What follows belongs to an exercise in optimizing a design on an open flow for small area, a short achievable clock period and few clock cycles per item; a production flow would make more cautious choices.
Only simulation tests tie the RTL to the original design; equivalence was not proved.
No activity file was given, so power comes from the tool's default toggle rates.

===== design/flow/config.mk =====
export PLATFORM = sky130hd
export DESIGN_NAME = flanger_sweep_state_machine
export DESIGN_NICKNAME = flanger_sweep_state_machine
export VERILOG_FILES = /design/flow/design.v
export SDC_FILE = /design/flow/constraint.sdc
export NUM_CORES = 4
export LEC_CHECK = 0
export CAP_MARGIN = 20
export CORE_MARGIN = 2
export CORE_UTILIZATION = 40
export CTS_BUF_LIST = sky130_fd_sc_hd__clkbuf_8
export CTS_CLUSTER_DIAMETER = 70
export CTS_CLUSTER_SIZE = 16
export SETUP_SLACK_MARGIN = 5
export SLEW_MARGIN = 20
export TNS_END_PERCENT = 0

===== design/flow/flow/run.sh =====
#!/bin/bash
# The standard layout with two changes:
# - the adders are left to ABC: without ADDER_MAP_FILE, synthesis does not
#   turn three-input XOR/majority pairs into full-adder cells, so the
#   multiplier's compressor tree is mapped as plain gates;
# - every port gets a buf_2 as its buffer (the standard flow's choice is a
#   slow delay buffer).
set -euo pipefail
bash standard.sh ADDER_MAP_FILE= "BUFFER_PORTS_ARGS=-buffer_cell sky130_fd_sc_hd__buf_2" finish > make_finish.log 2>&1

===== design/flow/constraint.sdc =====
create_clock -name core_clock -period 8.0 [get_ports {clk}]
set_input_delay 1.6000 -clock core_clock [delete_from_list [all_inputs] [get_ports {clk}]]
set_output_delay 1.6000 -clock core_clock [all_outputs]
set_load 0.01 [all_outputs]

===== design/flow/design.v =====
module fx_flanger (
    input  wire        clk,
    input  wire        rst,
    input  wire        shift_en,    
    input  wire        blk_end,     
    input  wire        early,       
    input  wire [15:0] x,           
    output wire [15:0] h            
);
    localparam TAPMAX = 22;
    reg  [15:0] hist [0:TAPMAX-1];
    reg  [4:0]  tap;
    reg         dir_up;
    reg  [15:0] hsel;
    integer i;
    always @(*) begin
        hsel = 16'd0;
        for (i = 0; i < TAPMAX; i = i + 1)
            hsel = hsel | ({16{tap == i + 1}} & hist[i]);
    end
    wire fresh = (tap == TAPMAX[4:0]) && !dir_up && early;
    assign h = (tap == 5'd0) ? x : (fresh ? 16'd0 : hsel);
    always @(posedge clk) begin
        if (shift_en) begin
            hist[0] <= x;
            for (i = 1; i < TAPMAX; i = i + 1)
                hist[i] <= hist[i-1];
        end
    end
    always @(posedge clk) begin
        if (rst) begin
            tap    <= TAPMAX[4:0];
            dir_up <= 1'b0;
        end else if (blk_end) begin
            if (!dir_up) begin
                if (tap == 5'd0) begin
                    dir_up <= 1'b1;
                    tap    <= 5'd1;
                end else begin
                    tap    <= tap - 5'd1;
                end
            end else begin
                if (tap == TAPMAX[4:0]) begin
                    dir_up <= 1'b0;
                    tap    <= TAPMAX[4:0] - 5'd1;
                end else begin
                    tap    <= tap + 5'd1;
                end
            end
        end
    end
endmodule
module fx_mul (
    input  wire [15:0] A,
    input  wire [7:0]  one,
    input  wire [7:0]  two,
    input  wire [7:0]  neg,
    input  wire [4:0]  inj,
    output wire [31:0] R0,
    output wire [31:0] R1
);
    wire r0_0 = ((one[0] & A[0]) ^ neg[0]);
    wire r0_1 = (((one[0] & A[1]) | (two[0] & A[0])) ^ neg[0]);
    wire r0_2 = (((one[0] & A[2]) | (two[0] & A[1])) ^ neg[0]);
    wire r0_3 = (((one[0] & A[3]) | (two[0] & A[2])) ^ neg[0]);
    wire r0_4 = (((one[0] & A[4]) | (two[0] & A[3])) ^ neg[0]);
    wire r0_5 = (((one[0] & A[5]) | (two[0] & A[4])) ^ neg[0]);
    wire r0_6 = (((one[0] & A[6]) | (two[0] & A[5])) ^ neg[0]);
    wire r0_7 = (((one[0] & A[7]) | (two[0] & A[6])) ^ neg[0]);
    wire r0_8 = (((one[0] & A[8]) | (two[0] & A[7])) ^ neg[0]);
    wire r0_9 = (((one[0] & A[9]) | (two[0] & A[8])) ^ neg[0]);
    wire r0_10 = (((one[0] & A[10]) | (two[0] & A[9])) ^ neg[0]);
    wire r0_11 = (((one[0] & A[11]) | (two[0] & A[10])) ^ neg[0]);
    wire r0_12 = (((one[0] & A[12]) | (two[0] & A[11])) ^ neg[0]);
    wire r0_13 = (((one[0] & A[13]) | (two[0] & A[12])) ^ neg[0]);
    wire r0_14 = (((one[0] & A[14]) | (two[0] & A[13])) ^ neg[0]);
    wire r0_15 = (((one[0] & A[15]) | (two[0] & A[14])) ^ neg[0]);
    wire r0_16 = (((one[0] & A[15]) | (two[0] & A[15])) ^ neg[0]);
    wire r1_0 = ((one[1] & A[0]) ^ neg[1]);
    wire r1_1 = (((one[1] & A[1]) | (two[1] & A[0])) ^ neg[1]);
    wire r1_2 = (((one[1] & A[2]) | (two[1] & A[1])) ^ neg[1]);
    wire r1_3 = (((one[1] & A[3]) | (two[1] & A[2])) ^ neg[1]);
    wire r1_4 = (((one[1] & A[4]) | (two[1] & A[3])) ^ neg[1]);
    wire r1_5 = (((one[1] & A[5]) | (two[1] & A[4])) ^ neg[1]);
    wire r1_6 = (((one[1] & A[6]) | (two[1] & A[5])) ^ neg[1]);
    wire r1_7 = (((one[1] & A[7]) | (two[1] & A[6])) ^ neg[1]);
    wire r1_8 = (((one[1] & A[8]) | (two[1] & A[7])) ^ neg[1]);
    wire r1_9 = (((one[1] & A[9]) | (two[1] & A[8])) ^ neg[1]);
    wire r1_10 = (((one[1] & A[10]) | (two[1] & A[9])) ^ neg[1]);
    wire r1_11 = (((one[1] & A[11]) | (two[1] & A[10])) ^ neg[1]);
    wire r1_12 = (((one[1] & A[12]) | (two[1] & A[11])) ^ neg[1]);
    wire r1_13 = (((one[1] & A[13]) | (two[1] & A[12])) ^ neg[1]);
    wire r1_14 = (((one[1] & A[14]) | (two[1] & A[13])) ^ neg[1]);
    wire r1_15 = (((one[1] & A[15]) | (two[1] & A[14])) ^ neg[1]);
    wire r1_16 = (((one[1] & A[15]) | (two[1] & A[15])) ^ neg[1]);
    wire r2_0 = ((one[2] & A[0]) ^ neg[2]);
    wire r2_1 = (((one[2] & A[1]) | (two[2] & A[0])) ^ neg[2]);
    wire r2_2 = (((one[2] & A[2]) | (two[2] & A[1])) ^ neg[2]);
    wire r2_3 = (((one[2] & A[3]) | (two[2] & A[2])) ^ neg[2]);
    wire r2_4 = (((one[2] & A[4]) | (two[2] & A[3])) ^ neg[2]);
    wire r2_5 = (((one[2] & A[5]) | (two[2] & A[4])) ^ neg[2]);
    wire r2_6 = (((one[2] & A[6]) | (two[2] & A[5])) ^ neg[2]);
    wire r2_7 = (((one[2] & A[7]) | (two[2] & A[6])) ^ neg[2]);
    wire r2_8 = (((one[2] & A[8]) | (two[2] & A[7])) ^ neg[2]);
    wire r2_9 = (((one[2] & A[9]) | (two[2] & A[8])) ^ neg[2]);
    wire r2_10 = (((one[2] & A[10]) | (two[2] & A[9])) ^ neg[2]);
    wire r2_11 = (((one[2] & A[11]) | (two[2] & A[10])) ^ neg[2]);
    wire r2_12 = (((one[2] & A[12]) | (two[2] & A[11])) ^ neg[2]);
    wire r2_13 = (((one[2] & A[13]) | (two[2] & A[12])) ^ neg[2]);
    wire r2_14 = (((one[2] & A[14]) | (two[2] & A[13])) ^ neg[2]);
    wire r2_15 = (((one[2] & A[15]) | (two[2] & A[14])) ^ neg[2]);
    wire r2_16 = (((one[2] & A[15]) | (two[2] & A[15])) ^ neg[2]);
    wire r3_0 = ((one[3] & A[0]) ^ neg[3]);
    wire r3_1 = (((one[3] & A[1]) | (two[3] & A[0])) ^ neg[3]);
    wire r3_2 = (((one[3] & A[2]) | (two[3] & A[1])) ^ neg[3]);
    wire r3_3 = (((one[3] & A[3]) | (two[3] & A[2])) ^ neg[3]);
    wire r3_4 = (((one[3] & A[4]) | (two[3] & A[3])) ^ neg[3]);
    wire r3_5 = (((one[3] & A[5]) | (two[3] & A[4])) ^ neg[3]);
    wire r3_6 = (((one[3] & A[6]) | (two[3] & A[5])) ^ neg[3]);
    wire r3_7 = (((one[3] & A[7]) | (two[3] & A[6])) ^ neg[3]);
    wire r3_8 = (((one[3] & A[8]) | (two[3] & A[7])) ^ neg[3]);
    wire r3_9 = (((one[3] & A[9]) | (two[3] & A[8])) ^ neg[3]);
    wire r3_10 = (((one[3] & A[10]) | (two[3] & A[9])) ^ neg[3]);
    wire r3_11 = (((one[3] & A[11]) | (two[3] & A[10])) ^ neg[3]);
    wire r3_12 = (((one[3] & A[12]) | (two[3] & A[11])) ^ neg[3]);
    wire r3_13 = (((one[3] & A[13]) | (two[3] & A[12])) ^ neg[3]);
    wire r3_14 = (((one[3] & A[14]) | (two[3] & A[13])) ^ neg[3]);
    wire r3_15 = (((one[3] & A[15]) | (two[3] & A[14])) ^ neg[3]);
    wire r3_16 = (((one[3] & A[15]) | (two[3] & A[15])) ^ neg[3]);
    wire r4_0 = ((one[4] & A[0]) ^ neg[4]);
    wire r4_1 = (((one[4] & A[1]) | (two[4] & A[0])) ^ neg[4]);
    wire r4_2 = (((one[4] & A[2]) | (two[4] & A[1])) ^ neg[4]);
    wire r4_3 = (((one[4] & A[3]) | (two[4] & A[2])) ^ neg[4]);
    wire r4_4 = (((one[4] & A[4]) | (two[4] & A[3])) ^ neg[4]);
    wire r4_5 = (((one[4] & A[5]) | (two[4] & A[4])) ^ neg[4]);
    wire r4_6 = (((one[4] & A[6]) | (two[4] & A[5])) ^ neg[4]);
    wire r4_7 = (((one[4] & A[7]) | (two[4] & A[6])) ^ neg[4]);
    wire r4_8 = (((one[4] & A[8]) | (two[4] & A[7])) ^ neg[4]);
    wire r4_9 = (((one[4] & A[9]) | (two[4] & A[8])) ^ neg[4]);
    wire r4_10 = (((one[4] & A[10]) | (two[4] & A[9])) ^ neg[4]);
    wire r4_11 = (((one[4] & A[11]) | (two[4] & A[10])) ^ neg[4]);
    wire r4_12 = (((one[4] & A[12]) | (two[4] & A[11])) ^ neg[4]);
    wire r4_13 = (((one[4] & A[13]) | (two[4] & A[12])) ^ neg[4]);
    wire r4_14 = (((one[4] & A[14]) | (two[4] & A[13])) ^ neg[4]);
    wire r4_15 = (((one[4] & A[15]) | (two[4] & A[14])) ^ neg[4]);
    wire r4_16 = (((one[4] & A[15]) | (two[4] & A[15])) ^ neg[4]);
    wire r5_0 = ((one[5] & A[0]) ^ neg[5]);
    wire r5_1 = (((one[5] & A[1]) | (two[5] & A[0])) ^ neg[5]);
    wire r5_2 = (((one[5] & A[2]) | (two[5] & A[1])) ^ neg[5]);
    wire r5_3 = (((one[5] & A[3]) | (two[5] & A[2])) ^ neg[5]);
    wire r5_4 = (((one[5] & A[4]) | (two[5] & A[3])) ^ neg[5]);
    wire r5_5 = (((one[5] & A[5]) | (two[5] & A[4])) ^ neg[5]);
    wire r5_6 = (((one[5] & A[6]) | (two[5] & A[5])) ^ neg[5]);
    wire r5_7 = (((one[5] & A[7]) | (two[5] & A[6])) ^ neg[5]);
    wire r5_8 = (((one[5] & A[8]) | (two[5] & A[7])) ^ neg[5]);
    wire r5_9 = (((one[5] & A[9]) | (two[5] & A[8])) ^ neg[5]);
    wire r5_10 = ((((one[5] & A[10]) | (two[5] & A[9])) ^ neg[5]) | inj[0]);
    wire r5_11 = ((((one[5] & A[11]) | (two[5] & A[10])) ^ neg[5]) | inj[1]);
    wire r5_12 = ((((one[5] & A[12]) | (two[5] & A[11])) ^ neg[5]) | inj[2]);
    wire r5_13 = ((((one[5] & A[13]) | (two[5] & A[12])) ^ neg[5]) | inj[3]);
    wire r5_14 = ((((one[5] & A[14]) | (two[5] & A[13])) ^ neg[5]) | inj[4]);
    wire r5_15 = (((one[5] & A[15]) | (two[5] & A[14])) ^ neg[5]);
    wire r5_16 = (((one[5] & A[15]) | (two[5] & A[15])) ^ neg[5]);
    wire r6_0 = ((one[6] & A[0]) ^ neg[6]);
    wire r6_1 = (((one[6] & A[1]) | (two[6] & A[0])) ^ neg[6]);
    wire r6_2 = (((one[6] & A[2]) | (two[6] & A[1])) ^ neg[6]);
    wire r6_3 = (((one[6] & A[3]) | (two[6] & A[2])) ^ neg[6]);
    wire r6_4 = (((one[6] & A[4]) | (two[6] & A[3])) ^ neg[6]);
    wire r6_5 = (((one[6] & A[5]) | (two[6] & A[4])) ^ neg[6]);
    wire r6_6 = (((one[6] & A[6]) | (two[6] & A[5])) ^ neg[6]);
    wire r6_7 = (((one[6] & A[7]) | (two[6] & A[6])) ^ neg[6]);
    wire r6_8 = (((one[6] & A[8]) | (two[6] & A[7])) ^ neg[6]);
    wire r6_9 = (((one[6] & A[9]) | (two[6] & A[8])) ^ neg[6]);
    wire r6_10 = (((one[6] & A[10]) | (two[6] & A[9])) ^ neg[6]);
    wire r6_11 = (((one[6] & A[11]) | (two[6] & A[10])) ^ neg[6]);
    wire r6_12 = (((one[6] & A[12]) | (two[6] & A[11])) ^ neg[6]);
    wire r6_13 = (((one[6] & A[13]) | (two[6] & A[12])) ^ neg[6]);
    wire r6_14 = (((one[6] & A[14]) | (two[6] & A[13])) ^ neg[6]);
    wire r6_15 = (((one[6] & A[15]) | (two[6] & A[14])) ^ neg[6]);
    wire r6_16 = (((one[6] & A[15]) | (two[6] & A[15])) ^ neg[6]);
    wire r7_0 = ((one[7] & A[0]) ^ neg[7]);
    wire r7_1 = (((one[7] & A[1]) | (two[7] & A[0])) ^ neg[7]);
    wire r7_2 = (((one[7] & A[2]) | (two[7] & A[1])) ^ neg[7]);
    wire r7_3 = (((one[7] & A[3]) | (two[7] & A[2])) ^ neg[7]);
    wire r7_4 = (((one[7] & A[4]) | (two[7] & A[3])) ^ neg[7]);
    wire r7_5 = (((one[7] & A[5]) | (two[7] & A[4])) ^ neg[7]);
    wire r7_6 = (((one[7] & A[6]) | (two[7] & A[5])) ^ neg[7]);
    wire r7_7 = (((one[7] & A[7]) | (two[7] & A[6])) ^ neg[7]);
    wire r7_8 = (((one[7] & A[8]) | (two[7] & A[7])) ^ neg[7]);
    wire r7_9 = (((one[7] & A[9]) | (two[7] & A[8])) ^ neg[7]);
    wire r7_10 = (((one[7] & A[10]) | (two[7] & A[9])) ^ neg[7]);
    wire r7_11 = (((one[7] & A[11]) | (two[7] & A[10])) ^ neg[7]);
    wire r7_12 = (((one[7] & A[12]) | (two[7] & A[11])) ^ neg[7]);
    wire r7_13 = (((one[7] & A[13]) | (two[7] & A[12])) ^ neg[7]);
    wire r7_14 = (((one[7] & A[14]) | (two[7] & A[13])) ^ neg[7]);
    wire r7_15 = (((one[7] & A[15]) | (two[7] & A[14])) ^ neg[7]);
    wire r7_16 = (((one[7] & A[15]) | (two[7] & A[15])) ^ neg[7]);
    wire s1 = r0_10 ^ r1_8;
    wire c2 = r0_10 & r1_8;
    wire s3 = r0_11 ^ r1_9;
    wire c4 = r0_11 & r1_9;
    wire s5 = r0_12 ^ r1_10 ^ r2_8;
    wire c6 = (r0_12 & r1_10) | (r0_12 & r2_8) | (r1_10 & r2_8);
    wire s7 = r3_6 ^ r4_4;
    wire c8 = r3_6 & r4_4;
    wire s9 = r0_13 ^ r1_11 ^ r2_9;
    wire c10 = (r0_13 & r1_11) | (r0_13 & r2_9) | (r1_11 & r2_9);
    wire s11 = r3_7 ^ r4_5;
    wire c12 = r3_7 & r4_5;
    wire s13 = r0_14 ^ r1_12 ^ r2_10;
    wire c14 = (r0_14 & r1_12) | (r0_14 & r2_10) | (r1_12 & r2_10);
    wire s15 = r3_8 ^ r4_6 ^ r5_4;
    wire c16 = (r3_8 & r4_6) | (r3_8 & r5_4) | (r4_6 & r5_4);
    wire s17 = r6_2 ^ r7_0;
    wire c18 = r6_2 & r7_0;
    wire s19 = r0_15 ^ r1_13 ^ r2_11;
    wire c20 = (r0_15 & r1_13) | (r0_15 & r2_11) | (r1_13 & r2_11);
    wire s21 = r3_9 ^ r4_7 ^ r5_5;
    wire c22 = (r3_9 & r4_7) | (r3_9 & r5_5) | (r4_7 & r5_5);
    wire s23 = r6_3 ^ r7_1;
    wire c24 = r6_3 & r7_1;
    wire s25 = ~r0_16 ^ r1_14 ^ r2_12;
    wire c26 = (~r0_16 & r1_14) | (~r0_16 & r2_12) | (r1_14 & r2_12);
    wire s27 = r3_10 ^ r4_8 ^ r5_6;
    wire c28 = (r3_10 & r4_8) | (r3_10 & r5_6) | (r4_8 & r5_6);
    wire s29 = r6_4 ^ r7_2 ^ 1'b1;
    wire c30 = (r6_4 & r7_2) | (r6_4 & 1'b1) | (r7_2 & 1'b1);
    wire s31 = r1_15 ^ r2_13 ^ r3_11;
    wire c32 = (r1_15 & r2_13) | (r1_15 & r3_11) | (r2_13 & r3_11);
    wire s33 = r4_9 ^ r5_7 ^ r6_5;
    wire c34 = (r4_9 & r5_7) | (r4_9 & r6_5) | (r5_7 & r6_5);
    wire s35 = r7_3 ^ 1'b1;
    wire c36 = r7_3 & 1'b1;
    wire s37 = ~r1_16 ^ r2_14 ^ r3_12;
    wire c38 = (~r1_16 & r2_14) | (~r1_16 & r3_12) | (r2_14 & r3_12);
    wire s39 = r4_10 ^ r5_8 ^ r6_6;
    wire c40 = (r4_10 & r5_8) | (r4_10 & r6_6) | (r5_8 & r6_6);
    wire s41 = r2_15 ^ r3_13 ^ r4_11;
    wire c42 = (r2_15 & r3_13) | (r2_15 & r4_11) | (r3_13 & r4_11);
    wire s43 = r5_9 ^ r6_7;
    wire c44 = r5_9 & r6_7;
    wire s45 = ~r2_16 ^ r3_14 ^ r4_12;
    wire c46 = (~r2_16 & r3_14) | (~r2_16 & r4_12) | (r3_14 & r4_12);
    wire s47 = r3_15 ^ r4_13;
    wire c48 = r3_15 & r4_13;
    wire s49 = r0_6 ^ r1_4;
    wire c50 = r0_6 & r1_4;
    wire s51 = r0_7 ^ r1_5;
    wire c52 = r0_7 & r1_5;
    wire s53 = r0_8 ^ r1_6 ^ r2_4;
    wire c54 = (r0_8 & r1_6) | (r0_8 & r2_4) | (r1_6 & r2_4);
    wire s55 = r3_2 ^ r4_0;
    wire c56 = r3_2 & r4_0;
    wire s57 = r0_9 ^ r1_7 ^ r2_5;
    wire c58 = (r0_9 & r1_7) | (r0_9 & r2_5) | (r1_7 & r2_5);
    wire s59 = r3_3 ^ r4_1;
    wire c60 = r3_3 & r4_1;
    wire s61 = r2_6 ^ r3_4 ^ r4_2;
    wire c62 = (r2_6 & r3_4) | (r2_6 & r4_2) | (r3_4 & r4_2);
    wire s63 = r5_0 ^ neg[5] ^ s1;
    wire c64 = (r5_0 & neg[5]) | (r5_0 & s1) | (neg[5] & s1);
    wire s65 = r2_7 ^ r3_5 ^ r4_3;
    wire c66 = (r2_7 & r3_5) | (r2_7 & r4_3) | (r3_5 & r4_3);
    wire s67 = r5_1 ^ c2 ^ s3;
    wire c68 = (r5_1 & c2) | (r5_1 & s3) | (c2 & s3);
    wire s69 = r5_2 ^ r6_0 ^ neg[6];
    wire c70 = (r5_2 & r6_0) | (r5_2 & neg[6]) | (r6_0 & neg[6]);
    wire s71 = c4 ^ s7 ^ s5;
    wire c72 = (c4 & s7) | (c4 & s5) | (s7 & s5);
    wire s73 = r5_3 ^ r6_1 ^ c8;
    wire c74 = (r5_3 & r6_1) | (r5_3 & c8) | (r6_1 & c8);
    wire s75 = s11 ^ c6 ^ s9;
    wire c76 = (s11 & c6) | (s11 & s9) | (c6 & s9);
    wire s77 = neg[7] ^ c12 ^ s17;
    wire c78 = (neg[7] & c12) | (neg[7] & s17) | (c12 & s17);
    wire s79 = c10 ^ s13 ^ s15;
    wire c80 = (c10 & s13) | (c10 & s15) | (s13 & s15);
    wire s81 = c18 ^ s23 ^ c14;
    wire c82 = (c18 & s23) | (c18 & c14) | (s23 & c14);
    wire s83 = c16 ^ s19 ^ s21;
    wire c84 = (c16 & s19) | (c16 & s21) | (s19 & s21);
    wire s85 = c24 ^ c20 ^ c22;
    wire c86 = (c24 & c20) | (c24 & c22) | (c20 & c22);
    wire s87 = s25 ^ s27 ^ s29;
    wire c88 = (s25 & s27) | (s25 & s29) | (s27 & s29);
    wire s89 = s35 ^ c26 ^ c28;
    wire c90 = (s35 & c26) | (s35 & c28) | (c26 & c28);
    wire s91 = c30 ^ s31 ^ s33;
    wire c92 = (c30 & s31) | (c30 & s33) | (s31 & s33);
    wire s93 = r7_4 ^ c36 ^ c32;
    wire c94 = (r7_4 & c36) | (r7_4 & c32) | (c36 & c32);
    wire s95 = c34 ^ s37 ^ s39;
    wire c96 = (c34 & s37) | (c34 & s39) | (s37 & s39);
    wire s97 = r7_5 ^ 1'b1 ^ s43;
    wire c98 = (r7_5 & 1'b1) | (r7_5 & s43) | (1'b1 & s43);
    wire s99 = c38 ^ c40 ^ s41;
    wire c100 = (c38 & c40) | (c38 & s41) | (c40 & s41);
    wire s101 = r5_10 ^ r6_8 ^ r7_6;
    wire c102 = (r5_10 & r6_8) | (r5_10 & r7_6) | (r6_8 & r7_6);
    wire s103 = c44 ^ c42 ^ s45;
    wire c104 = (c44 & c42) | (c44 & s45) | (c42 & s45);
    wire s105 = r5_11 ^ r6_9 ^ r7_7;
    wire c106 = (r5_11 & r6_9) | (r5_11 & r7_7) | (r6_9 & r7_7);
    wire s107 = 1'b1 ^ s47 ^ c46;
    wire c108 = (1'b1 & s47) | (1'b1 & c46) | (s47 & c46);
    wire s109 = ~r3_16 ^ r4_14 ^ r5_12;
    wire c110 = (~r3_16 & r4_14) | (~r3_16 & r5_12) | (r4_14 & r5_12);
    wire s111 = r6_10 ^ r7_8 ^ c48;
    wire c112 = (r6_10 & r7_8) | (r6_10 & c48) | (r7_8 & c48);
    wire s113 = r4_15 ^ r5_13 ^ r6_11;
    wire c114 = (r4_15 & r5_13) | (r4_15 & r6_11) | (r5_13 & r6_11);
    wire s115 = r7_9 ^ 1'b1;
    wire c116 = r7_9 & 1'b1;
    wire s117 = ~r4_16 ^ r5_14 ^ r6_12;
    wire c118 = (~r4_16 & r5_14) | (~r4_16 & r6_12) | (r5_14 & r6_12);
    wire s119 = r5_15 ^ r6_13;
    wire c120 = r5_15 & r6_13;
    wire s121 = r0_4 ^ r1_2;
    wire c122 = r0_4 & r1_2;
    wire s123 = r0_5 ^ r1_3;
    wire c124 = r0_5 & r1_3;
    wire s125 = r2_2 ^ r3_0 ^ neg[3];
    wire c126 = (r2_2 & r3_0) | (r2_2 & neg[3]) | (r3_0 & neg[3]);
    wire s127 = r2_3 ^ r3_1 ^ c50;
    wire c128 = (r2_3 & r3_1) | (r2_3 & c50) | (r3_1 & c50);
    wire s129 = neg[4] ^ c52 ^ s55;
    wire c130 = (neg[4] & c52) | (neg[4] & s55) | (c52 & s55);
    wire s131 = c56 ^ s59 ^ c54;
    wire c132 = (c56 & s59) | (c56 & c54) | (s59 & c54);
    wire s133 = c60 ^ c58 ^ s61;
    wire c134 = (c60 & c58) | (c60 & s61) | (c58 & s61);
    wire s135 = c62 ^ s65 ^ c64;
    wire c136 = (c62 & s65) | (c62 & c64) | (s65 & c64);
    wire s137 = c66 ^ s69 ^ c68;
    wire c138 = (c66 & s69) | (c66 & c68) | (s69 & c68);
    wire s139 = c70 ^ s73 ^ c72;
    wire c140 = (c70 & s73) | (c70 & c72) | (s73 & c72);
    wire s141 = c74 ^ s77 ^ c76;
    wire c142 = (c74 & s77) | (c74 & c76) | (s77 & c76);
    wire s143 = c78 ^ s81 ^ c80;
    wire c144 = (c78 & s81) | (c78 & c80) | (s81 & c80);
    wire s145 = c82 ^ s85 ^ c84;
    wire c146 = (c82 & s85) | (c82 & c84) | (s85 & c84);
    wire s147 = c86 ^ s89 ^ c88;
    wire c148 = (c86 & s89) | (c86 & c88) | (s89 & c88);
    wire s149 = c90 ^ s93 ^ c92;
    wire c150 = (c90 & s93) | (c90 & c92) | (s93 & c92);
    wire s151 = s97 ^ c94 ^ c96;
    wire c152 = (s97 & c94) | (s97 & c96) | (c94 & c96);
    wire s153 = s101 ^ c98 ^ c100;
    wire c154 = (s101 & c98) | (s101 & c100) | (c98 & c100);
    wire s155 = c102 ^ s105 ^ s107;
    wire c156 = (c102 & s105) | (c102 & s107) | (s105 & s107);
    wire s157 = c106 ^ s109 ^ s111;
    wire c158 = (c106 & s109) | (c106 & s111) | (s109 & s111);
    wire s159 = s115 ^ c110 ^ s113;
    wire c160 = (s115 & c110) | (s115 & s113) | (c110 & s113);
    wire s161 = r7_10 ^ c116 ^ c114;
    wire c162 = (r7_10 & c116) | (r7_10 & c114) | (c116 & c114);
    wire s163 = r7_11 ^ 1'b1 ^ s119;
    wire c164 = (r7_11 & 1'b1) | (r7_11 & s119) | (1'b1 & s119);
    wire s165 = ~r5_16 ^ r6_14 ^ r7_12;
    wire c166 = (~r5_16 & r6_14) | (~r5_16 & r7_12) | (r6_14 & r7_12);
    wire s167 = r6_15 ^ r7_13;
    wire c168 = r6_15 & r7_13;
    wire s169 = r0_2 ^ r1_0;
    wire c170 = r0_2 & r1_0;
    wire s171 = r0_3 ^ r1_1;
    wire c172 = r0_3 & r1_1;
    wire s173 = r2_0 ^ neg[2] ^ s121;
    wire c174 = (r2_0 & neg[2]) | (r2_0 & s121) | (neg[2] & s121);
    wire s175 = r2_1 ^ c122 ^ s123;
    wire c176 = (r2_1 & c122) | (r2_1 & s123) | (c122 & s123);
    wire s177 = c124 ^ s49 ^ s125;
    wire c178 = (c124 & s49) | (c124 & s125) | (s49 & s125);
    wire s179 = s51 ^ c126 ^ s127;
    wire c180 = (s51 & c126) | (s51 & s127) | (c126 & s127);
    wire s181 = s53 ^ c128 ^ s129;
    wire c182 = (s53 & c128) | (s53 & s129) | (c128 & s129);
    wire s183 = s57 ^ c130 ^ s131;
    wire c184 = (s57 & c130) | (s57 & s131) | (c130 & s131);
    wire s185 = s63 ^ c132 ^ s133;
    wire c186 = (s63 & c132) | (s63 & s133) | (c132 & s133);
    wire s187 = s67 ^ c134 ^ s135;
    wire c188 = (s67 & c134) | (s67 & s135) | (c134 & s135);
    wire s189 = s71 ^ c136 ^ s137;
    wire c190 = (s71 & c136) | (s71 & s137) | (c136 & s137);
    wire s191 = s75 ^ c138 ^ s139;
    wire c192 = (s75 & c138) | (s75 & s139) | (c138 & s139);
    wire s193 = s79 ^ c140 ^ s141;
    wire c194 = (s79 & c140) | (s79 & s141) | (c140 & s141);
    wire s195 = s83 ^ c142 ^ s143;
    wire c196 = (s83 & c142) | (s83 & s143) | (c142 & s143);
    wire s197 = s87 ^ c144 ^ s145;
    wire c198 = (s87 & c144) | (s87 & s145) | (c144 & s145);
    wire s199 = s91 ^ c146 ^ s147;
    wire c200 = (s91 & c146) | (s91 & s147) | (c146 & s147);
    wire s201 = s95 ^ c148 ^ s149;
    wire c202 = (s95 & c148) | (s95 & s149) | (c148 & s149);
    wire s203 = s99 ^ c150 ^ s151;
    wire c204 = (s99 & c150) | (s99 & s151) | (c150 & s151);
    wire s205 = s103 ^ c152 ^ s153;
    wire c206 = (s103 & c152) | (s103 & s153) | (c152 & s153);
    wire s207 = c104 ^ c154 ^ s155;
    wire c208 = (c104 & c154) | (c104 & s155) | (c154 & s155);
    wire s209 = c108 ^ s157 ^ c156;
    wire c210 = (c108 & s157) | (c108 & c156) | (s157 & c156);
    wire s211 = c112 ^ s159 ^ c158;
    wire c212 = (c112 & s159) | (c112 & c158) | (s159 & c158);
    wire s213 = s117 ^ s161 ^ c160;
    wire c214 = (s117 & s161) | (s117 & c160) | (s161 & c160);
    wire s215 = c118 ^ s163 ^ c162;
    wire c216 = (c118 & s163) | (c118 & c162) | (s163 & c162);
    wire s217 = c120 ^ s165 ^ c164;
    wire c218 = (c120 & s165) | (c120 & c164) | (s165 & c164);
    wire s219 = 1'b1 ^ s167 ^ c166;
    wire c220 = (1'b1 & s167) | (1'b1 & c166) | (s167 & c166);
    wire s221 = ~r6_16 ^ r7_14 ^ c168;
    wire c222 = (~r6_16 & r7_14) | (~r6_16 & c168) | (r7_14 & c168);
    wire s223 = r7_15 ^ 1'b1;
    wire c224 = r7_15 & 1'b1;
    assign R0 = {1'b1, ~r7_16, s223, s221, s219, s217, s215, s213, s211, s209, s207, s205, s203, s201, s199, s197, s195, s193, s191, s189, s187, s185, s183, s181, s179, s177, s175, s173, s171, s169, r0_1, r0_0};
    assign R1 = {1'b0, c224, c222, c220, c218, c216, c214, c212, c210, c208, c206, c204, c202, c200, c198, c196, c194, c192, c190, c188, c186, c184, c182, c180, c178, c176, c174, c172, c170, neg[1], 1'b0, neg[0]};
endmodule
module fx_crush_prep (
    input  wire [15:0] s,
    input  wire [2:0]  depth,       
    output wire [15:0] a,           
    output wire [4:0]  inj          
);
    wire neg = s[15];
    wire [11:0] lo_any;
    assign lo_any[0] = s[0];
    genvar k;
    generate
        for (k = 1; k < 12; k = k + 1) begin : g_any
            assign lo_any[k] = lo_any[k-1] | s[k];
        end
    endgenerate
    wire up12 = s[11] & (!neg | lo_any[10]);
    wire up11 = s[10] & (!neg | lo_any[9]);
    wire up10 = s[9]  & (!neg | lo_any[8]);
    wire up9  = s[8]  & (!neg | lo_any[7]);
    wire up8  = s[7]  & (!neg | lo_any[6]);
    assign inj[4] = (depth == 3'd1) & up12;
    assign inj[3] = (depth == 3'd2) & up11;
    assign inj[2] = (depth == 3'd3) & up10;
    assign inj[1] = (depth == 3'd4) & up9;
    assign inj[0] = (depth == 3'd5) & up8;
    assign a[15:12] = s[15:12];
    assign a[11]    = s[11] & (depth > 3'd1);
    assign a[10]    = s[10] & (depth > 3'd2);
    assign a[9]     = s[9]  & (depth > 3'd3);
    assign a[8]     = s[8]  & (depth > 3'd4);
    assign a[7:0]   = 8'd0;
endmodule
module flanger_sweep_state_machine #(
    parameter N = 32,              
    parameter L = 24               
) (
    input  wire        clk,
    input  wire        rst,
    input  wire        key_valid,
    input  wire [7:0]  key_char,
    input  wire        btn,
    input  wire        in_valid,
    output wire        in_ready,
    input  wire [15:0] mic,
    input  wire [15:0] gen,
    output reg         out_valid,
    input  wire        out_ready,
    output reg  [31:0] out_data,
    output reg         out_last,
    output reg         out_ev_valid,
    output reg         out_ev_kind,    
    output reg  [7:0]  out_ev_arg,
    output wire [15:0] gen_freq
);
    localparam [2:0] MIN_DEPTH = 3'd1;
    localparam [2:0] MAX_DEPTH = 3'd5;
    localparam [1:0] M_NONE  = 2'd0;
    localparam [1:0] M_FLAN  = 2'd1;
    localparam [1:0] M_RING  = 2'd2;
    localparam [1:0] M_CRUSH = 2'd3;
    reg  [1:0] mode;
    reg        src_sel;
    reg  [2:0] depth;
    reg        key_pend;
    reg  [7:0] key_q;
    reg        btn_pend;
    localparam CW = $clog2(N);
    localparam [CW-1:0] LAST_BEAT = N - 1;
    reg  [CW-1:0] cnt;               
    reg        sk_valid;             
    wire       rdy = !sk_valid;      
    reg        in_ready_q;           
    assign in_ready = in_ready_q;
    wire acc   = in_valid && rdy;
    wire first = (cnt == 0);
    wire last  = (cnt == LAST_BEAT);
    wire c_f     = (key_char == 8'h66);
    wire c_r     = (key_char == 8'h72);
    wire c_b     = (key_char == 8'h62);
    wire c_mode  = (key_char == 8'h6E) | c_f | c_r | c_b;
    wire c_plus  = (key_char == 8'h2B);
    wire c_minus = (key_char == 8'h2D);
    wire [1:0] c_key_mode = c_f ? M_FLAN : c_r ? M_RING : c_b ? M_CRUSH : M_NONE;
    reg        k_mode, k_plus, k_minus;
    reg  [1:0] key_mode;
    wire       k_unrec = !(k_mode | k_plus | k_minus);
    reg [2:0] new_depth;
    always @(*) begin
        new_depth = depth;
        if (key_pend && k_plus && depth < MAX_DEPTH)
            new_depth = depth + 3'd1;
        if (key_pend && k_minus && depth > MIN_DEPTH)
            new_depth = depth - 3'd1;
    end
    wire [1:0] new_mode = (key_pend && k_mode) ? key_mode : mode;
    wire       new_src  = src_sel ^ btn_pend;
    reg  [1:0] cur_mode;
    reg        cur_src;
    wire [2:0] cur_depth = first ? new_depth : depth;
    wire       acc_first = acc && first;
    wire [1:0] mode_n    = acc_first ? new_mode  : mode;
    wire       src_n     = acc_first ? new_src   : src_sel;
    wire [2:0] depth_n   = acc_first ? new_depth : depth;
    wire       first_n   = acc ? last : first;
    wire       kmode_n   = key_valid ? c_mode : (key_pend && !acc_first && k_mode);
    wire [1:0] kmd_n     = key_valid ? c_key_mode : key_mode;
    wire       bp_n      = btn || (btn_pend && !acc_first);
    always @(posedge clk) begin
        if (rst) begin
            cur_mode <= M_NONE;
            cur_src  <= 1'b0;
        end else begin
            cur_mode <= (first_n && kmode_n) ? kmd_n : mode_n;
            cur_src  <= first_n ? (src_n ^ bp_n) : src_n;
        end
    end
    always @(posedge clk) begin
        if (rst) begin
            mode     <= M_NONE;
            src_sel  <= 1'b0;
            depth    <= MIN_DEPTH;
            key_pend <= 1'b0;
            btn_pend <= 1'b0;
            cnt      <= 0;
        end else begin
            if (acc)
                cnt <= last ? 0 : cnt + 1'b1;
            mode    <= mode_n;
            src_sel <= src_n;
            depth   <= depth_n;
            if (key_valid)
                key_pend <= 1'b1;
            else if (acc && first)
                key_pend <= 1'b0;
            if (btn)
                btn_pend <= 1'b1;
            else if (acc && first)
                btn_pend <= 1'b0;
        end
    end
    always @(posedge clk) begin
        if (key_valid) begin
            key_q    <= key_char;
            k_mode   <= c_mode;
            k_plus   <= c_plus;
            k_minus  <= c_minus;
            key_mode <= c_key_mode;
        end
    end
    always @(posedge clk) begin
        if (acc && first) begin
            out_ev_valid <= key_pend && !(k_plus || k_minus);
            out_ev_kind  <= k_unrec;
            out_ev_arg   <= k_unrec ? key_q : {6'd0, key_mode};
        end
    end
    wire [15:0] s = cur_src ? gen : mic;
    wire is_flan  = (cur_mode == M_FLAN);
    wire is_ring  = (cur_mode == M_RING);
    wire is_crush = (cur_mode == M_CRUSH);
    wire [15:0] h;
    fx_flanger u_flan (
        .clk      (clk),
        .rst      (rst),
        .shift_en (acc && is_flan),
        .blk_end  (acc && last && is_flan),
        .early    (cnt < 5'd22),
        .x        (s),
        .h        (h)
    );
    localparam [7:0] F_LO = 8'd75, F_HI = 8'd175, F_D = 8'd6;
    reg  [7:0] f8;
    reg        f_up;
    wire [7:0] f_upv = f8 + F_D;
    wire [7:0] f_dnv = f8 - F_D;
    always @(posedge clk) begin
        if (rst) begin
            f8   <= F_LO;
            f_up <= 1'b1;
        end else if (acc && last && is_ring) begin
            if (f_up) begin
                if (f_upv > F_HI) begin
                    f8   <= F_HI;
                    f_up <= 1'b0;
                end else begin
                    f8   <= f_upv;
                end
            end else begin
                if (f8 < F_LO + F_D) begin
                    f8   <= F_LO;
                    f_up <= 1'b1;
                end else begin
                    f8   <= f_dnv;
                end
            end
        end
    end
    assign gen_freq = {5'd0, f8, 3'd0};
    wire [15:0] a_crush;
    wire [4:0]  inj_in;
    fx_crush_prep u_crush (.s(s), .depth(cur_depth), .a(a_crush), .inj(inj_in));
    wire [15:0] a_in = is_ring ? mic : (is_flan ? h : (is_crush ? a_crush : s));
    reg  [7:0]  one_in, two_in, neg_in;
    wire [16:0] ge = {gen, 1'b0};
    integer j;
    always @(*) begin
        for (j = 0; j < 8; j = j + 1) begin
            if (is_ring) begin
                one_in[j] = ge[2*j+1] ^ ge[2*j];
                two_in[j] = (ge[2*j+2] & ~ge[2*j+1] & ~ge[2*j]) |
                            (~ge[2*j+2] & ge[2*j+1] & ge[2*j]);
                neg_in[j] = ge[2*j+2] & ~(ge[2*j+1] & ge[2*j]);
            end else begin
                one_in[j] = (j == 6);
                two_in[j] = (j == 5) && is_flan;
                neg_in[j] = (j == 5) && is_flan;
            end
        end
    end
    reg        v1, l1;
    reg [4:0]  inj1;
    reg [15:0] a1;
    reg [7:0]  one1, two1, neg1;
    always @(posedge clk) begin
        if (rst)
            v1 <= 1'b0;
        else if (rdy)
            v1 <= in_valid;
        if (rdy) begin
            l1   <= last;
            inj1 <= is_crush ? inj_in : 5'd0;
            a1   <= a_in;
            one1 <= one_in;
            two1 <= two_in;
            neg1 <= neg_in;
        end
    end
    wire [31:0] ps, pc;
    fx_mul u_mul (
        .A(a1), .one(one1), .two(two1), .neg(neg1), .inj(inj1),
        .R0(ps), .R1(pc)
    );
    reg        v2, l2;
    reg [31:0] s2, k2;
    always @(posedge clk) begin
        if (rst)
            v2 <= 1'b0;
        else if (rdy)
            v2 <= v1;
        if (rdy) begin
            l2 <= l1;
            s2 <= ps;
            k2 <= pc;
        end
    end
    wire [31:0] y = s2 + k2;
    reg [31:0] sk_data;
    reg        sk_last;
    always @(posedge clk) begin
        if (rst) begin
            out_valid  <= 1'b0;
            sk_valid   <= 1'b0;
            in_ready_q <= 1'b1;
        end else if (!out_valid || out_ready) begin
            out_valid  <= sk_valid || v2;
            sk_valid   <= 1'b0;
            in_ready_q <= 1'b1;
        end else if (v2 && !sk_valid) begin
            sk_valid   <= 1'b1;
            in_ready_q <= 1'b0;
        end
    end
    always @(posedge clk) begin
        if (!out_valid || out_ready) begin
            out_data <= sk_valid ? sk_data : y;
            out_last <= sk_valid ? sk_last : l2;
        end
        if (!sk_valid) begin
            sk_data <= y;
            sk_last <= l2;
        end
    end
endmodule

===== design/flow/standard.sh =====
#!/bin/bash
# synth_recipe.tcl (not shown) runs the flow's synth.tcl, then flattens the netlist and writes it again
# the make line also repeats each setting of config.mk as NAME=value (left out here)
make -C /OpenROAD-flow-scripts/flow DESIGN_CONFIG=/design/flow/config.mk WORK_HOME=/design/flow/orfs CLKGATE_MAP_FILE= SYNTH_SCRIPT=/design/flow/synth_recipe.tcl "${@:-finish}"

==> summary.txt, run 1 <==
outcome = complete, no violations
worst r2r src = u_flan.tap[1]
dpl hpwl = 47720 um
async set or reset register ratio after synthesis = 0%
Reg clk slew, reported paths = 0.11 ns
Die Wd = 271.2 um
kind of critical path = reg -> reg
Total Routed Length = 73710 um
min-delay src = u_flan.hist[3][1]
Inserted Clock Buffers = 45
PortBufs = 98
Clk Tree Root Cell = clkbuf_8
die outline area = 0.07356 sq mm
num rows = 97
Yosys reg bits = 585
R2R cell count = 7
commonest cells after routing, fill and taps aside = edfxtp_1, xnor2_1, a22oi_1
max cap viols = 0
maximum vdd drop = 0.1069 mV
CORE AREA = 0.07039 sq mm
grt total ovfl = 0
# fillers = 6343
Post-Synthesis Cells = 2347
relative slew slack = 27.11%
vias in the first global route = 18547
Yosys warning total = 3
Pleak = 10.57 nW
Register Area = 0.01686 sq mm
Crit Path Max Fanout = 14
Worst-Margin Slew = 1.089 ns
Layout Utilization = 45.22%
Distinct cells, synth = 76
Initial Util = 40.57%
RR Endpoint = a1[2]
Post-CTS Hold Buffers = 0
hold slack = 0.4476 ns
Endpoint, Worst Hold = u_flan.hist[4][1]
hold crit path type = reg -> reg
startpoint types = flip-flop
CTS tree = yes
DRC viols = 0
commonest non-fill, non-tap cell in the layout = edfxtp_1
Die H = 271.2 um
Mapped Avg Cell Area = 12.17 sq um
final setup TNS = 0 ns
Final Hold Fails = 0
GP Congestion = 0.8421
r2r setup slk = 4.92 ns
DR vias/cell = 5.704
Mapped Area = 0.02856 sq mm
CP Capture Type = flip-flop
Final Skew = 0.04106 ns
H-tree lvl count = 2
initial antenna violation count = 7
fin crit share = 38.45%
Clk Latency, worst-skew pair = 0.70 ns
largest net degree at the start of global routing = 105
total track usage = 19.31%
Finish-stage setup viols = 0
Pre-antenna DRT Iters = 6
pwr dens = 196.6 mW/mm^2
layout overhead on the synthesized area = 11.45%
Fmax achieved = 0.3251 GHz
DR vias = 19600
fraction of layout cells with a size suffix above 1 = 14.55%
EDFF count, synth = 514
WP data arrival = 3.52 ns
DRT iter0 DRCs = 2077
fin. max-slew vios = 0
routed len/inst = 21.45 um
nets = 2515
post-synthesis sequential area ratio = 59.02%
dpl cell area = 0.02990 sq mm
first-pass GRT wire length = 110900 um
total power = 6.259 mW
clock tree buffer depth = 3
Routed Antenna Nets = 0
Worst Hold Path Cells = 0
Post-synth top flop = edfxtp_1
Req. time, crit path = 8.45 ns
clk sinks = 585
Finished Cell Area = 0.03183 sq mm
Ports = 107
fin crit period = 3.076 ns
RSZ-0062 raised after global routing = yes
area of the multi-input gates = 0.01106 sq mm
-- worst max-delay path, stage by stage (launching register included) --
cell and delay, ns:
dfxtp_1 0.46, or2_2 0.45, nor2_1 0.86, buf_4 0.41, a221oi_1 0.14, nand4_1 0.10
o21ai_0 0.11, a22oi_1 0.32
-- repair_timing --
action                                  in CTS  in global routing
cloned                                       1                  0
pin swaps                                    0                  0
endpoints found under the setup margin     307                353
buffers inserted                             0                 90
gates resized for setup                      4                 12
-- worst max-delay path by stage --
| stage | from | endpoint | depth (start not counted) |
|---|---|---|---|
| 6_report | u_flan.tap[1] | a1[2] | 7 |
| 5_1_grt | two1[6] | k2[20] | 8 |
| 4_1_cts | cur_mode[0] | u_flan.hist[3][14] | 4 |
| 3_5_place_dp | in_valid | u_flan.hist[15][6] | 5 |
| 2_1_floorplan | in_valid | u_flan.hist[0][0] | 2 |
| 3_3_place_gp | in_valid | u_flan.hist[15][6] | 5 |
-- cell usage after synthesis (all sizes together), types with 9 or more instances --
cell type    n  share of area, %
nor2b       16              0.35
nor3        36              0.63
edfxtp     514                54
dfxtp       71               5.0
nor2       167               2.2
maj3        69               2.4
or2         13              0.29
nand3       44              0.77
a31oi       16              0.40
a22oi      244               6.4
xor2        78               2.4
clkbuf     103               1.4
inv         23              0.30
buf         54               1.0
a221oi      33               1.0
a22o        31              0.95
o221ai       9              0.28
mux2        23              0.91
and3        12              0.26
mux2i       15              0.53
nand2b      20              0.44
xnor2      309               9.5
and2        19              0.42
nand2      136               1.8
o21ai       87               1.5
nand4       19              0.42
a21oi       80               1.4
-- power by group --
group / internal [mW] / total (mW) / switching (mW) / leakage, nW
Clock: 0.617 / 1.63 / 1.01 / 0.485
Combinational: 0.439 / 0.956 / 0.517 / 4.51
Sequential: 3.53 / 3.67 / 0.148 / 5.57
Total: 4.58 / 6.26 / 1.68 / 10.6
-- cell type report --
| class | count | share of cell area (%) |
|---|---|---|
| flip-flops and latches | 585 | 52.96 |
| multi-input cells | 1588 | 34.74 |
| repair buffers | 225 | 5.625 |
| well taps | 940 | 3.695 |
| clock buffers | 46 | 1.989 |
| clock inverters | 27 | 0.6682 |
| inverters | 24 | 0.3105 |
| diodes | 1 | 0.007862 |
-- cells by family (layout without fill, tap and decap cells) --
kind of cell    count (synthesis)  in the layout  share of synthesized area (%)
compound gates                567            567                          14.00
mux                            38             38                          1.433
flops                         585            585                          59.02
buf+inv                       181            322                          2.699
other cells                     1              9                        0.01313
xor+xnor                      387            387                          11.87
simple gates                  519            519                          8.529
fa+ha+maj                      69             69                          2.444
-- routing by layer --
| layer | global-route usage [%] | vias to the layer above | share of wire, % |
|---|---|---|---|
| met5 | 0 | - | 0.094 |
| met4 | 6.550 | 10 | 3.0 |
| met3 | 3.706 | 155 | 7.4 |
| met2 | 31.98 | 787 | 47 |
| met1 | 25.46 | 9659 | 42 |
| li1 | - | 8989 | - |
-- state kept, by name, summed over array words and instances (netlist names), 16 cells and up --
register,count
k2,30
out_data,32
u_flan.hist,352
sk_data,32
a1,16
s2,31
-- metrics by stage --
step	worst slack [ns]	instances
2_1_floorplan	0.7427	2354
3_3_place_gp	4.053	3270
3_5_place_dp	3.981	3270
4_1_cts	4.785	3344
5_1_grt	4.829	3436
6_report	4.924	3436
Testbench counts, summed over its fixed seeds: cycles 16,408, items 16,384.
==> inputs of run 2 (changes only) <==
--- a/design/flow/config.mk
+++ b/design/flow/config.mk
@@ -13,4 +13,3 @@
 export CTS_CLUSTER_SIZE = 16
 export SETUP_SLACK_MARGIN = 5
 export SLEW_MARGIN = 20
-export TNS_END_PERCENT = 0
==> run 2 against run 1 <==
Flip-flop and latch count stayed put. Sequential power about the same. Total power grew 0.71%. Sequential share of layout area is 0.56 points lower. Cell count is 1.3% higher. Synthesized area stayed put. Global-route usage up 0.46 points. Largest power group unchanged.
==> summary.txt, run 2 <==
outcome = complete, no violations
Clk Tree Root Cell = clkbuf_8
simple-gate share of the synthesized area = 8.529% (unchanged)
clock tree buffer depth = 3 (unchanged)
# fillers = 6377 (+0.54%)
Die Wd = 271.2 um (unchanged)
synth top area cells = edfxtp_1, xnor2_1, a22oi_1
total track usage = 19.77% (+0.46 points)
kind of cell adding the most delay to the critical path = simple AND/OR/NAND/NOR gates
pwr dens = 195.9 mW/mm^2 (-0.39%)
DR vias = 19806 (+1.1%)
max cap viols = 0 (unchanged)
Yosys reg bits = 585 (unchanged)
Largest register FFs = 352 (unchanged)
top cells by count, synth = edfxtp_1, xnor2_1, a22oi_1, nor2_1, nand2_1
routed len/inst = 21.67 um (+1.0%)
Yosys warning total = 3 (unchanged)
fin crit period = 2.940 ns (-0.1353 ns)
hold crit path type = reg -> reg
fin crit share = 36.76% (-1.7 points)
nets = 2564 (+1.9%)
Reg clk slew, reported paths = 0.10 ns (about the same)
CORE AREA = 0.07039 sq mm (unchanged)
min-delay src = u_flan.hist[16][9]
Post-CTS Hold Buffers = 0 (unchanged)
Routed Antenna Nets = 0 (unchanged)
Ports = 107 (unchanged)
H-tree lvl count = 2 (unchanged)
RSZ-0062 raised after global routing = no
first-pass GRT wire length = 113300 um (+2.1%)
cell taking the most area after synthesis = edfxtp_1
Initial Util = 40.57% (unchanged)
R2R cell count = 8 (+1)
relative slew slack = 22.55% (-4.6 points)
Mapped Area = 0.02856 sq mm (unchanged)
Die H = 271.2 um (unchanged)
Crit path buffers/inverters = 1 (unchanged)
slowest cell delay on critical path = 0.62 ns (-0.24 ns)
Inserted Clock Buffers = 45 (unchanged)
Fmax achieved = 0.3401 GHz (+4.6%)
r2r setup slk = 5.09 ns (+0.17 ns)
commonest cells after routing, fill and taps aside = edfxtp_1, xnor2_1, a22oi_1
maximum vdd drop = 0.1438 mV (+34%)
Mapped Avg Cell Area = 12.17 sq um (unchanged)
clk sinks = 585 (unchanged)
async set or reset register ratio after synthesis = 0% (unchanged)
Synth Area in Adders = 2.444% (unchanged)
Final Skew = 0.04611 ns (+0.005047 ns)
Distinct cells, synth = 76 (unchanged)
grt total ovfl = 0 (unchanged)
Crit Path Max Fanout = 5 (-9)
total power = 6.303 mW (+0.71%)
cell with the most instances after synthesis = edfxtp_1
DRT iter0 DRCs = 1789 (-14%)
Clk Latency, worst-skew pair = 0.70 ns (about the same)
PortBufs = 98 (unchanged)
Pre-antenna DRT Iters = 8 (+2)
largest net degree at the start of global routing = 206 (+96%)
CTS tree = yes
DR vias/cell = 5.691 (-0.23%)
pre-CTS setup slack = 3.809 ns (-0.1716 ns)
CP Capture Type = flip-flop
Endpoint, Worst Hold = u_flan.hist[17][9]
vias in the first global route = 18901 (+1.9%)
num rows = 97 (unchanged)
die outline area = 0.07356 sq mm (unchanged)
fraction of layout cells with a size suffix above 1 = 16.40% (+1.8 points)
dpl hpwl = 46820 um (-1.9%)
Req. time, crit path = 8.43 ns (-0.02 ns)
DRC viols = 0 (unchanged)
Finish-stage setup viols = 0 (unchanged)
Crit-path slowest cell = or4_4
WP data arrival = 3.37 ns (-0.15 ns)
layout overhead on the synthesized area = 12.67%
initial antenna violation count = 10 (+3)
multiplexer share of the synthesized area = 1.433% (unchanged)
GP Congestion = 0.8733 (+3.7%)
area of the multi-input gates = 0.01107 sq mm (about the same)
RR Endpoint = out_data[8]
commonest non-fill, non-tap cell in the layout = edfxtp_1
Top reg by flops = u_flan.hist
Post-Synthesis Cells = 2347 (unchanged)
setup ws final = 5.060 ns (+0.1353 ns)
EDFF count, synth = 514 (unchanged)
Synth top area share = 54.04% (unchanged)
Pleak = 10.79 nW (+2.1%)
Worst-Margin Slew = 1.162 ns (+0.07254 ns)
largest family of logic cells by synthesized area = compound AO/OA/AOI/OAI gates
compound-gate portion of the synthesized area = 14.00% (unchanged)
Post-synth top flop = edfxtp_1
final setup TNS = 0 ns (unchanged)
post-synthesis sequential area ratio = 59.02% (unchanged)
critical path cell sequence = buf_2 > mux2_2 > or4_4 > nor3_4 > nand2_1 > or2_4 > nor2_1 > nor3_1
Final Hold Fails = 0 (unchanged)
Register Area = 0.01686 sq mm (about the same)
Worst Hold Path Cells = 0 (unchanged)
startpoint types = input port
Total Routed Length = 75410 um (+2.3%)
kind of critical path = in -> reg
biggest regs = u_flan.hist: 352 flops, out_data: 32 flops, sk_data: 32 flops
worst r2r src = s2[2]
post-synthesis xor/xnor area fraction = 11.87% (unchanged)
fin. max-slew vios = 0 (unchanged)
run 2: cell counts after synthesis:
Identical to the previous run, type by type.
run 2: per-layer routing:
metal  wire length [um]  vias up  track usage [%]
li1                   -     9088                -
met1              31450     9751            26.25
met2              35780      784            32.50
met3               5294      175            3.078
met4               2847        8            7.938
met5                 41        -                0
run 2: repair_timing:
action                                  in CTS  in global routing
setup buffers                               82                 62
pin swaps                                    0                  5
resized for setup                           13                 11
endpoints found under the setup margin     237                102
run 2: logic make-up after synthesis:
| kind of cell | count (synthesis) |
|---|---|
| compound gates | 567 |
| simple gates | 519 |
| xor+xnor | 387 |
| mux | 38 |
| other cells | 1 |
| flops | 585 |
| buf+inv | 181 |
| fa+ha+maj | 69 |
run 2: cell type report:
type / instances / area share (%)
timing repair buffer: 274 / 6.625
clock buffer: 46 / 1.967
antenna: 3 / 0.02333
sequential: 585 / 52.41
clock inverter: 20 / 0.6182
multi-input combinational: 1588 / 34.39
tap: 940 / 3.655
inverter: 24 / 0.3149
run 2: through the flow:
stage | instances | instance area (sq um) | hold WS, ns | util [%]
floorplan | 2354 | 28630 | 0.4003 | -
global placement | 3267 | 29880 | 0.4101 | 42.45
detailed placement | 3267 | 29880 | 0.4308 | 42.45
CTS | 3415 | 31590 | 0.4261 | 44.87
global route | 3480 | 32180 | 0.4476 | 45.71
finish | 3480 | 32180 | 0.4373 | 45.71
run 2: report_power, final:
group / internal, mW / switching (mW)
clock: 0.640 / 1.00
sequential: 3.52 / 0.135
combinational: 0.460 / 0.544
run 2: worst register-to-register path, stage by stage (launching register included):
cell	delay, ns
edfxtp_1	0.46
a31oi_1	0.22
o32ai_2	0.15
o21a_1	0.24
maj3_1	0.39
maj3_1	0.41
maj3_1	0.38
xnor2_1	0.14
mux2_2	0.28
run 2: worst max-delay path by stage:
stage,start,end,slack (ns),cells past startpoint
floorplan,in_valid,u_flan.hist[0][0],0.74,2
global placement,in_valid,u_flan.hist[5][0],3.95,5
detailed placement,in_valid,u_flan.hist[6][0],3.81,5
CTS,a1[14],k2[21],5.00,6
global route,k2[7],out_data[24],4.97,9
finish,gen[4],inj1[4],5.06,8
==> inputs of run 3 (changes only) <==
--- a/design/flow/config.mk
+++ b/design/flow/config.mk
@@ -11,5 +11,5 @@
 export CTS_BUF_LIST = sky130_fd_sc_hd__clkbuf_8
 export CTS_CLUSTER_DIAMETER = 70
 export CTS_CLUSTER_SIZE = 16
-export SETUP_SLACK_MARGIN = 5
+export SETUP_SLACK_MARGIN = 4.9
 export SLEW_MARGIN = 20
==> run 3 against run 2 <==
Largest cell class unchanged. Combinational power about the same. Critical path type is now reg -> reg. Largest power group unchanged. Clock skew up 0.016 ns. Still clean on timing, DRC and antenna. Sequential share of layout area is 0.38 points higher.
==> summary.txt, run 3 <==
synth top area cells = edfxtp_1, xnor2_1, a22oi_1
cell with the most instances after synthesis = edfxtp_1
CP Capture Type = flip-flop
routed len/inst = 21.33 um (-1.6%)
commonest cells after routing, fill and taps aside = edfxtp_1, xnor2_1, a22oi_1
Final Skew = 0.06236 ns (+0.01625 ns)
fin. max-slew vios = 0 (unchanged)
Yosys reg bits = 585 (unchanged)
DR vias/cell = 5.690 (about the same)
Req. time, crit path = 8.48 ns (+0.05 ns)
DRT iter0 DRCs = 1698 (-5.1%)
biggest regs = u_flan.hist: 352 flops, out_data: 32 flops, sk_data: 32 flops
Total Routed Length = 73640 um (-2.4%)
Top reg by flops = u_flan.hist
Clk Latency, worst-skew pair = 0.70 ns (about the same)
Finish-stage setup viols = 0 (unchanged)
Die H = 271.2 um (unchanged)
die outline area = 0.07356 sq mm (unchanged)
Pre-antenna DRT Iters = 7 (-1)
relative slew slack = 37.46% (+15 points)
Ports = 107 (unchanged)
clock tree buffer depth = 3 (unchanged)
outcome = complete, no violations
vias in the first global route = 18266 (-3.4%)
Post-synth top flop = edfxtp_1
Final Hold Fails = 0 (unchanged)
kind of critical path = reg -> reg
max cap viols = 0 (unchanged)
Largest register FFs = 352 (unchanged)
nets = 2527 (-1.4%)
first-pass GRT wire length = 109500 um (-3.3%)
Crit Path Max Fanout = 7 (+2)
Fmax achieved = 0.3276 GHz (-3.7%)
Yosys warning total = 3 (unchanged)
WP data arrival = 3.53 ns (+0.16 ns)
layout overhead on the synthesized area = 11.81%
DR vias = 19647 (-0.80%)
Initial Util = 40.57% (unchanged)
grt total ovfl = 0 (unchanged)
top cells by count, synth = edfxtp_1, xnor2_1, a22oi_1, nor2_1, nand2_1
post-synthesis sequential area ratio = 59.02% (unchanged)
Worst-Margin Slew = 0.9310 ns (-0.2309 ns)
Met2 Wirelength = 35280 um (-1.4%)
Clk Tree Root Cell = clkbuf_8
fin crit period = 3.052 ns (+0.1118 ns)
met3 wire length = 5505 um (+4.0%)
Post-Synthesis Cells = 2347 (unchanged)
Routed Antenna Nets = 0 (unchanged)
Layout Utilization = 45.37% (-0.35 points)
hold crit path type = reg -> reg
Mapped Area = 0.02856 sq mm (unchanged)
Post-CTS Hold Buffers = 0 (unchanged)
fraction of layout cells with a size suffix above 1 = 14.91% (-1.5 points)
R2R cell count = 9 (+1)
GP Congestion = 0.8569 (-1.9%)
final setup TNS = 0 ns (unchanged)
PortBufs = 98 (unchanged)
Endpoint, Worst Hold = u_flan.hist[5][4]
Distinct cells, synth = 76 (unchanged)
pwr dens = 196.9 mW/mm^2 (+0.52%)
dpl hpwl = 47020 um (+0.42%)
Pleak = 10.64 nW (-1.3%)
num rows = 97 (unchanged)
RSZ-0062 raised after global routing = yes
Reg clk slew, reported paths = 0.10 ns (about the same)
Worst Hold Path Cells = 0 (unchanged)
CORE AREA = 0.07039 sq mm (unchanged)
CTS tree = yes
Mapped Avg Cell Area = 12.17 sq um (unchanged)
Inserted Clock Buffers = 46 (+2.2%)
initial antenna violation count = 10 (unchanged)
highest routed layer = met5
async set or reset register ratio after synthesis = 0% (unchanged)
clk sinks = 585 (unchanged)
total power = 6.288 mW (-0.25%)
fin crit share = 38.15% (+1.4 points)
maximum vdd drop = 0.1555 mV (+8.2%)
DRC viols = 0 (unchanged)
Die Wd = 271.2 um (unchanged)
startpoint types = flip-flop
M1 WL = 30600 um (-2.7%)
commonest non-fill, non-tap cell in the layout = edfxtp_1
r2r setup slk = 4.95 ns (-0.14 ns)
cell taking the most area after synthesis = edfxtp_1
largest net degree at the start of global routing = 173 (-16%)
Synth top area share = 54.04% (unchanged)
min-delay src = u_flan.hist[4][4]
total track usage = 19.14% (-0.63 points)
H-tree lvl count = 2 (unchanged)
EDFF count, synth = 514 (unchanged)
worst r2r src = k2[7]
RR Endpoint = out_data[24]
==> run 3: layout make-up <==
class | instances | area, sq um
clock buffers | 48 | 660.6
inverters | 24 | 98.84
flip-flops and latches | 585 | 16860
diodes | 4 | 10.01
fillers | 6485 | 38460
clock inverters | 28 | 219.0
multi-input cells | 1588 | 11070
well taps | 940 | 1176
repair buffers | 236 | 1842
==> run 3: layer usage <==
metal	vias to the layer above	track usage, %
met2	753	31.60
met3	141	3.565
met5	-	0
met1	9712	25.18
met4	10	6.984
li1	9031	-
==> run 3: how the worst max path moves through the flow <==
stage               startpoint           endpoint  cells after the start
finish                   k2[7]       out_data[24]                      9
global route             k2[7]       out_data[24]                      9
CTS                    one1[1]             k2[21]                      8
detailed placement    in_valid              f8[6]                      8
global placement      in_valid              f8[4]                      9
floorplan             in_valid  u_flan.hist[0][0]                      2
==> run 3: kinds of logic (layout without fill, tap and decap cells) <==
family / Yosys count / in the layout / share of synthesized area (%)
XOR/XNOR: 387 / 387 / 11.87
other: 1 / 12 / 0.01313
adder cells (fa/ha/maj): 69 / 69 / 2.444
AND/OR/NAND/NOR: 519 / 519 / 8.529
flip-flops: 585 / 585 / 59.02
buffers and inverters: 181 / 336 / 2.699
multiplexers: 38 / 38 / 1.433
AO/OA/AOI/OAI: 567 / 567 / 14.00
==> run 3: critical path: stages (launching register included) <==
cell and delay [ns]:
edfxtp_1 0.51, xnor2_1 0.25, nor4_2 0.42, a21oi_1 0.15, o211ai_2 0.29, a31oi_4 0.19
maj3_2 0.38, o211ai_2 0.24, a21oi_1 0.10, a311oi_1 0.29
==> run 3: per-stage QoR <==
stage	std cells	worst slack, ns	hold WS [ns]	cell area [sq um]
4_1_cts	3356	4.910	0.4187	30940
3_5_place_dp	3268	4.100	0.4301	29890
6_report	3453	4.948	0.4344	31940
3_3_place_gp	3268	4.265	0.4060	29890
2_1_floorplan	2354	0.7427	0.4003	28630
5_1_grt	3452	4.799	0.4405	31930
==> run 3: repair_timing <==
action | in CTS | in global routing
gates resized for setup | 8 | 10
pin swaps | 0 | 1
setup endpoints to repair | 338 | 129
setup buffers | 12 | 93
==> run 3: where the power goes <==
group	internal, mW	leakage [nW]	total, mW	switching (mW)
combinational	0.443	4.57	0.965	0.522
clock	0.640	0.505	1.65	1.01
sequential	3.53	5.57	3.67	0.145

[separate check: timing with driven ports]
In the flow no input, the clock included, has a driving cell. The finished layouts below were timed again as built, in two steps.
Step 1 sets driving cells, clkbuf_16 on the clock port and buf_2 on the other inputs (assumed; they add their load-dependent delay and slew).
Step 2 adds t to the input delays and takes it off the output delays; t is the mean of the earliest and latest rising clock arrival at the registers after step 1. Input paths then give back, and output paths get back, about the clock's delay inside the block.
a / b / c = no drivers / after step 1 / after step 2; a / b = the first two.
run	shift t [ns]	slack for setup (ns)	worst setup path after step 2	cell pins on the clock port's net
run 1	0.738	4.924 / 4.883 / 4.235	input to register	1
run 2	0.731	5.060 / 5.013 / 4.365	input to register	1
run 3	0.727	4.948 / 4.948 / 4.355	input to register	1
After both steps every run listed still meets setup and hold. The setup slack of run 2, which loses most, moves by -0.047 ns with the drivers and by -0.695 ns with both steps.
